This design comes from an exercise in tuning for small area, a short achievable clock period and few clock cycles per item on the open sky130 flow, not from production work.
Power figures rest on the tool's default switching activity, not on a simulated workload.

==> build 25 <==
==> flow/design.v (excerpt) <==
module wib_transpose8 (
    input  wire        clk,
    input  wire        rst,         
    input  wire        in_valid,
    output wire        in_ready,
    input  wire [63:0] in_data,
    output wire        out_valid,
    input  wire        out_ready,
    output wire [63:0] out_data,
    output wire        out_last     
);
    localparam LAT = 226;             
    localparam WIN = 336;             
    function is_adc(input [4:0] w);
        is_adc = (w >= 5'd4 && w <= 5'd15) || (w >= 5'd18);
    endfunction
    function tt_sel(input [7:0] lt, input integer i, input integer j);
        tt_sel = lt[i] & ~lt[j];
    endfunction
    function tau_bit(input [7:0] lt, input integer i);
        tau_bit = lt[i];
    endfunction
    reg  [4:0]  wcnt;                     
    reg         adc_cur, adc_nxt;         
    reg         in_ready_r;
    reg  [63:0] ireg;
    reg         ireg_v;
    reg  [63:0] ifq [0:3];
    reg  [1:0]  ifq_wp, ifq_rp;
    reg  [4:1]  fq;                       
    wire in_fire = in_valid & in_ready_r;
    wire take    = in_fire & adc_cur;
    wire push    = ireg_v;
    wire [4:0] wcnt_n  = in_fire ? ((wcnt == 5'd29) ? 5'd0 : wcnt + 5'd1) : wcnt;
    wire [4:0] wcnt_n1 = (wcnt_n == 5'd29) ? 5'd0 : wcnt_n + 5'd1;
    wire adc_n   = in_fire ? adc_nxt : adc_cur;
    assign in_ready = in_ready_r;
    reg  [7:0] tau;                       
    reg        started;                   
    reg        real_cur, real_prev;       
    reg        go;                        
    reg  [9-1:0] hold;                 
    reg        in_win;                    
    reg        lat_c, lat_x;              
    reg        np_c, np_x;                
    reg        last_c;                    
    reg  [3:1]  ob;                       
    reg  [48:0] ob0, ob1, ob2;            
    reg  [48:0] outr;                     
    wire fifo_ne  = fq[1];
    wire real_eff = started ? real_cur : fifo_ne;
    wire out_real = lat_c ? real_eff : real_prev;
    wire pop      = go & real_eff & np_c;
    wire opush    = go & out_real;
    wire opop     = ob[1] & out_ready;
    wire       wrap        = go & last_c;
    wire       started_n   = go ? ~last_c : started;
    wire       real_cur_n  = (go & ~last_c) ? real_eff : real_cur;
    wire       real_prev_n = wrap ? real_eff : real_prev;
  ...
export LEC_CHECK = 0
export CAP_MARGIN = 20
export CORE_MARGIN = 2
export CORE_UTILIZATION = 55
export PLACE_DENSITY = 0.65
export SLEW_MARGIN = 20
create_clock -name core_clock -period 8.5 [get_ports {clk}]
standard.sh (not shown) runs the stock make flow with config.mk's settings and CLKGATE_MAP_FILE= SYNTH_SCRIPT=/design/flow/synth_recipe.tcl, a recipe that flattens the netlist after the stock synthesis.
==> flow/flow/run.sh <==
#!/bin/bash
# Standard ORFS layout with two changes: port buffers use buf_2 instead of the
# default pick, and clock-tree sinks are clustered into larger groups.
set -euo pipefail
export BUFFER_PORTS_ARGS="-buffer_cell sky130_fd_sc_hd__buf_2"
export CTS_ARGS="-sink_clustering_enable -repair_clock_nets -sink_clustering_size 20 -sink_clustering_max_diameter 45 -sink_buffer_max_cap_derate 1.0 -root_buf sky130_fd_sc_hd__clkbuf_16 -tree_buf sky130_fd_sc_hd__clkbuf_16 -buf_list {sky130_fd_sc_hd__clkbuf_8 sky130_fd_sc_hd__clkbuf_16}"
export SETUP_SLACK_MARGIN=5.6
bash standard.sh > standard.log 2>&1
==> inputs of build 77, as changes to build 25 <==
--- a/flow/design.v
+++ b/flow/design.v
@@ -80,17 +80,17 @@
     input  wire        in_valid,
     output wire        in_ready,
     input  wire [63:0] in_data,
     output wire        out_valid,
     input  wire        out_ready,
     output wire [63:0] out_data,
     output wire        out_last     
 );
-    localparam LAT = 226;             
+    localparam LAT = 224;             
     localparam WIN = 336;             
     function is_adc(input [4:0] w);
         is_adc = (w >= 5'd4 && w <= 5'd15) || (w >= 5'd18);
     endfunction
     function tt_sel(input [7:0] lt, input integer i, input integer j);
         tt_sel = lt[i] & ~lt[j];
     endfunction
     function tau_bit(input [7:0] lt, input integer i);
@@ -178,72 +178,70 @@
                 default: resid <= head[63:16];
             endcase
         end
     end
     reg t0_o, t0_x;
     wire t0_on = rst ? tt_sel(8'd0 - 8'd0, 6, 3) : (go ? t0_x : t0_o);
     reg t1_o, t1_x;
     wire t1_on = rst ? tt_sel(8'd0 - 8'd56, 3, 1) : (go ? t1_x : t1_o);
+    reg t2_o, t2_x;
+    wire t2_on = rst ? tt_sel(8'd0 - 8'd62, 7, 4) : (go ? t2_x : t2_o);
     reg t3_o, t3_x;
-    wire t3_on = rst ? tt_sel(8'd0 - 8'd63, 7, 4) : (go ? t3_x : t3_o);
+    wire t3_on = rst ? tt_sel(8'd0 - 8'd174, 4, 3) : (go ? t3_x : t3_o);
     reg t4_o, t4_x;
-    wire t4_on = rst ? tt_sel(8'd0 - 8'd175, 4, 3) : (go ? t4_x : t4_o);
-    reg t5_o, t5_x;
-    wire t5_on = rst ? tt_sel(8'd0 - 8'd183, 3, 2) : (go ? t5_x : t5_o);
+    wire t4_on = rst ? tt_sel(8'd0 - 8'd182, 3, 2) : (go ? t4_x : t4_o);
+    reg t6_o, t6_x;
+    wire t6_on = rst ? tt_sel(8'd0 - 8'd187, 5, 3) : (go ? t6_x : t6_o);
     reg t7_o, t7_x;
-    wire t7_on = rst ? tt_sel(8'd0 - 8'd188, 5, 3) : (go ? t7_x : t7_o);
-    reg t8_o, t8_x;
-    wire t8_on = rst ? tt_sel(8'd0 - 8'd212, 3, 0) : (go ? t8_x : t8_o);
+    wire t7_on = rst ? tt_sel(8'd0 - 8'd211, 3, 0) : (go ? t7_x : t7_o);
+    reg u8_o, u8_x;
     reg u9_o, u9_x;
-    reg u11_o, u11_x;
-    reg t12_o, t12_x;
-    wire t12_on = rst ? tt_sel(8'd0 - 8'd223, 2, 1) : (go ? t12_x : t12_o);
-    reg t13_o, t13_x;
-    wire t13_on = rst ? tt_sel(8'd0 - 8'd225, 1, 0) : (go ? t13_x : t13_o);
+    reg t10_o, t10_x;
+    wire t10_on = rst ? tt_sel(8'd0 - 8'd221, 2, 1) : (go ? t10_x : t10_o);
+    reg t11_o, t11_x;
+    wire t11_on = rst ? tt_sel(8'd0 - 8'd223, 1, 0) : (go ? t11_x : t11_o);
     always @(posedge clk) begin
         t0_o <= t0_on;
         t0_x <= rst ? tt_sel(8'd1 - 8'd0, 6, 3) : (go ? tt_sel(tau2 - 8'd0, 6, 3) : t0_x);
         t1_o <= t1_on;
         t1_x <= rst ? tt_sel(8'd1 - 8'd56, 3, 1) : (go ? tt_sel(tau2 - 8'd56, 3, 1) : t1_x);
+        t2_o <= t2_on;
+        t2_x <= rst ? tt_sel(8'd1 - 8'd62, 7, 4) : (go ? tt_sel(tau2 - 8'd62, 7, 4) : t2_x);
         t3_o <= t3_on;
-        t3_x <= rst ? tt_sel(8'd1 - 8'd63, 7, 4) : (go ? tt_sel(tau2 - 8'd63, 7, 4) : t3_x);
+        t3_x <= rst ? tt_sel(8'd1 - 8'd174, 4, 3) : (go ? tt_sel(tau2 - 8'd174, 4, 3) : t3_x);
         t4_o <= t4_on;
-        t4_x <= rst ? tt_sel(8'd1 - 8'd175, 4, 3) : (go ? tt_sel(tau2 - 8'd175, 4, 3) : t4_x);
-        t5_o <= t5_on;
-        t5_x <= rst ? tt_sel(8'd1 - 8'd183, 3, 2) : (go ? tt_sel(tau2 - 8'd183, 3, 2) : t5_x);
+        t4_x <= rst ? tt_sel(8'd1 - 8'd182, 3, 2) : (go ? tt_sel(tau2 - 8'd182, 3, 2) : t4_x);
+        t6_o <= t6_on;
+        t6_x <= rst ? tt_sel(8'd1 - 8'd187, 5, 3) : (go ? tt_sel(tau2 - 8'd187, 5, 3) : t6_x);
         t7_o <= t7_on;
-        t7_x <= rst ? tt_sel(8'd1 - 8'd188, 5, 3) : (go ? tt_sel(tau2 - 8'd188, 5, 3) : t7_x);
-        t8_o <= t8_on;
-        t8_x <= rst ? tt_sel(8'd1 - 8'd212, 3, 0) : (go ? tt_sel(tau2 - 8'd212, 3, 0) : t8_x);
-        u9_o <= rst ? tau_bit(8'd0 - 8'd219, 1) : (go ? u9_x : u9_o);
-        u9_x <= rst ? tau_bit(8'd1 - 8'd219, 1) : (go ? tau_bit(tau2 - 8'd219, 1) : u9_x);
-        u11_o <= rst ? tau_bit(8'd0 - 8'd222, 0) : (go ? u11_x : u11_o);
-        u11_x <= rst ? tau_bit(8'd1 - 8'd222, 0) : (go ? tau_bit(tau2 - 8'd222, 0) : u11_x);
-        t12_o <= t12_on;
-        t12_x <= rst ? tt_sel(8'd1 - 8'd223, 2, 1) : (go ? tt_sel(tau2 - 8'd223, 2, 1) : t12_x);
-        t13_o <= t13_on;
-        t13_x <= rst ? tt_sel(8'd1 - 8'd225, 1, 0) : (go ? tt_sel(tau2 - 8'd225, 1, 0) : t13_x);
+        t7_x <= rst ? tt_sel(8'd1 - 8'd211, 3, 0) : (go ? tt_sel(tau2 - 8'd211, 3, 0) : t7_x);
+        u8_o <= rst ? tau_bit(8'd0 - 8'd218, 1) : (go ? u8_x : u8_o);
+        u8_x <= rst ? tau_bit(8'd1 - 8'd218, 1) : (go ? tau_bit(tau2 - 8'd218, 1) : u8_x);
+        u9_o <= rst ? tau_bit(8'd0 - 8'd220, 0) : (go ? u9_x : u9_o);
+        u9_x <= rst ? tau_bit(8'd1 - 8'd220, 0) : (go ? tau_bit(tau2 - 8'd220, 0) : u9_x);
+        t10_o <= t10_on;
+        t10_x <= rst ? tt_sel(8'd1 - 8'd221, 2, 1) : (go ? tt_sel(tau2 - 8'd221, 2, 1) : t10_x);
+        t11_o <= t11_on;
+        t11_x <= rst ? tt_sel(8'd1 - 8'd223, 1, 0) : (go ? tt_sel(tau2 - 8'd223, 1, 0) : t11_x);
     end
-    wire [47:0] s [0:14];
+    wire [47:0] s [0:12];
     assign s[0] = vin;
     wt8_tt #(.L(56)) t0 (.clk(clk), .osel(t0_o), .dsel(t0_o | ~go), .x(s[0]), .y(s[1]));
     wt8_tt #(.L(6)) t1 (.clk(clk), .osel(t1_o), .dsel(t1_o | ~go), .x(s[1]), .y(s[2]));
-    wt8_pr p2 (.clk(clk), .go(go), .x(s[2]), .y(s[3]));
-    wt8_tt #(.L(112)) t3 (.clk(clk), .osel(t3_o), .dsel(t3_o | ~go), .x(s[3]), .y(s[4]));
-    wt8_tt #(.L(8)) t4 (.clk(clk), .osel(t4_o), .dsel(t4_o | ~go), .x(s[4]), .y(s[5]));
-    wt8_tt #(.L(4)) t5 (.clk(clk), .osel(t5_o), .dsel(t5_o | ~go), .x(s[5]), .y(s[6]));
-    wt8_pr p6 (.clk(clk), .go(go), .x(s[6]), .y(s[7]));
-    wt8_tt #(.L(24)) t7 (.clk(clk), .osel(t7_o), .dsel(t7_o | ~go), .x(s[7]), .y(s[8]));
-    wt8_tt #(.L(7)) t8 (.clk(clk), .osel(t8_o), .dsel(t8_o | ~go), .x(s[8]), .y(s[9]));
-    wt8_st #(.B(1), .I(1)) u9 (.clk(clk), .go(go), .xs(u9_o), .x(s[9]), .y(s[10]));
-    wt8_pr p10 (.clk(clk), .go(go), .x(s[10]), .y(s[11]));
-    wt8_st #(.B(0), .I(0)) u11 (.clk(clk), .go(go), .xs(u11_o), .x(s[11]), .y(s[12]));
-    wt8_tt #(.L(2)) t12 (.clk(clk), .osel(t12_o), .dsel(t12_o | ~go), .x(s[12]), .y(s[13]));
-    wt8_tt #(.L(1)) t13 (.clk(clk), .osel(t13_o), .dsel(t13_o | ~go), .x(s[13]), .y(s[14]));
+    wt8_tt #(.L(112)) t2 (.clk(clk), .osel(t2_o), .dsel(t2_o | ~go), .x(s[2]), .y(s[3]));
+    wt8_tt #(.L(8)) t3 (.clk(clk), .osel(t3_o), .dsel(t3_o | ~go), .x(s[3]), .y(s[4]));
+    wt8_tt #(.L(4)) t4 (.clk(clk), .osel(t4_o), .dsel(t4_o | ~go), .x(s[4]), .y(s[5]));
+    wt8_pr p5 (.clk(clk), .go(go), .x(s[5]), .y(s[6]));
+    wt8_tt #(.L(24)) t6 (.clk(clk), .osel(t6_o), .dsel(t6_o | ~go), .x(s[6]), .y(s[7]));
+    wt8_tt #(.L(7)) t7 (.clk(clk), .osel(t7_o), .dsel(t7_o | ~go), .x(s[7]), .y(s[8]));
+    wt8_st #(.B(1), .I(1)) u8 (.clk(clk), .go(go), .xs(u8_o), .x(s[8]), .y(s[9]));
+    wt8_st #(.B(0), .I(0)) u9 (.clk(clk), .go(go), .xs(u9_o), .x(s[9]), .y(s[10]));
+    wt8_tt #(.L(2)) t10 (.clk(clk), .osel(t10_o), .dsel(t10_o | ~go), .x(s[10]), .y(s[11]));
+    wt8_tt #(.L(1)) t11 (.clk(clk), .osel(t11_o), .dsel(t11_o | ~go), .x(s[11]), .y(s[12]));
     wire [7:0] oslot = tau - LAT;
     always @(posedge clk) begin
         ireg <= in_data;
         if (push) ifq[ifq_wp] <= ireg;
     end
     always @(posedge clk) begin
         if (rst) begin
             wcnt       <= 5'd0;
@@ -281,17 +279,17 @@
             ob         <= ob_n;
         end
         lat_c  <= rst ? 1'b0 : (go ? lat_x : lat_c);
         lat_x  <= rst ? 1'b0 : (go ? ((tau2 >= LAT) && (tau1 != 8'd255)) : lat_x);
         np_c   <= rst ? 1'b1 : (go ? np_x : np_c);
         np_x   <= rst ? 1'b1 : (go ? (tau2[1:0] != 2'd3) : np_x);
         last_c <= rst ? 1'b0 : (go ? (tau1 == 8'd255) : last_c);
     end
-    wire [48:0] oword = {oslot == 8'd255, s[14]};
+    wire [48:0] oword = {oslot == 8'd255, s[12]};
     wire ow0 = opush & (ob[1] ? (ob[2] ? 1'b0 : opop) : 1'b1);
     wire ow1 = opush & (ob[2] ? (ob[3] ? 1'b0 : opop) : (ob[1] & ~opop));
     wire ow2 = opush & ob[2] & ~opop;
     wire        hchg     = ow0 | opop;
     wire [48:0] head_new = ow0 ? oword : ob1;
     always @(posedge clk) begin
         if (ow0)       ob0 <= oword;
         else if (opop) ob0 <= ob1;
==> results.txt <==
|  | build 77 | build 25 |
|---|---|---|
| Largest net degree at the start of global routing | 101 | 97 |
| Area share of the leading cell type in the synthesized netlist | 85.7% | 84.9% |
| Setup bufs post-CTS | 14 | 6 |
| PwrDens | 312 nW/um2 | 316 nW/um2 |
| Die outline height | 681 um | 684 um |
| Switching power as a share of total power | 20.8% | 20.9% |
| Placed wire-length estimate | 200000 um | 188000 um |
| Startpoint of the lowest-slack register-to-register path | tau[1]$_SDFFE_PP0P_ | t4_o$_SDFFE_PP1P_ |
| Wire length of the first global-routing pass | 529000 um | 518000 um |
| Sequential group share of total power | 66.6% | 66.9% |
| Cell variety after synth | 70 | 61 |
| Post-layout nets | 15100 | 15000 |
| Routed via count | 95000 | 93000 |
| Number of cells traversed by the worst register-to-register path | 9 | 3 |
| Total iterations of the first detailed-routing run | 7 | 5 |
| Run status | timing/DRC/antenna clean | timing/DRC/antenna clean |
| Clock network power | 27.2 mW | 27.1 mW |
No run of this note included a check of the RTL's function; only the layout flow was run.

port drivers added, routing unchanged:
Ports are ideal in the flow. The routed layouts listed here were re-timed in OpenROAD.
Step 1, drivers: a clkbuf_16 drives clk and a buf_2 each remaining input, both assumed.
Step 2 adds t to the input delays and takes it off the output delays; t is the mean of the earliest and latest rising clock arrival at the registers after step 1. Input paths then give back, and output paths get back, about the clock's delay inside the block.
Slacks: no drivers / after step 1 / after step 2; pairs: no drivers / after step 1.
| run | shift t [ns] | setup slack, ns | hold WS [ns] |
|---|---|---|---|
| build 25 | 1.150 | 5.251 / 5.139 / 4.745 | 0.296 / 0.296 / 0.296 |
| build 77 | 1.139 | 5.298 / 5.190 / 4.750 | 0.267 / 0.267 / 0.267 |
After both steps setup and hold are still met in every run listed. For build 77, which loses most, drivers alone change the setup slack by -0.108 ns; drivers and shift together by -0.548 ns.
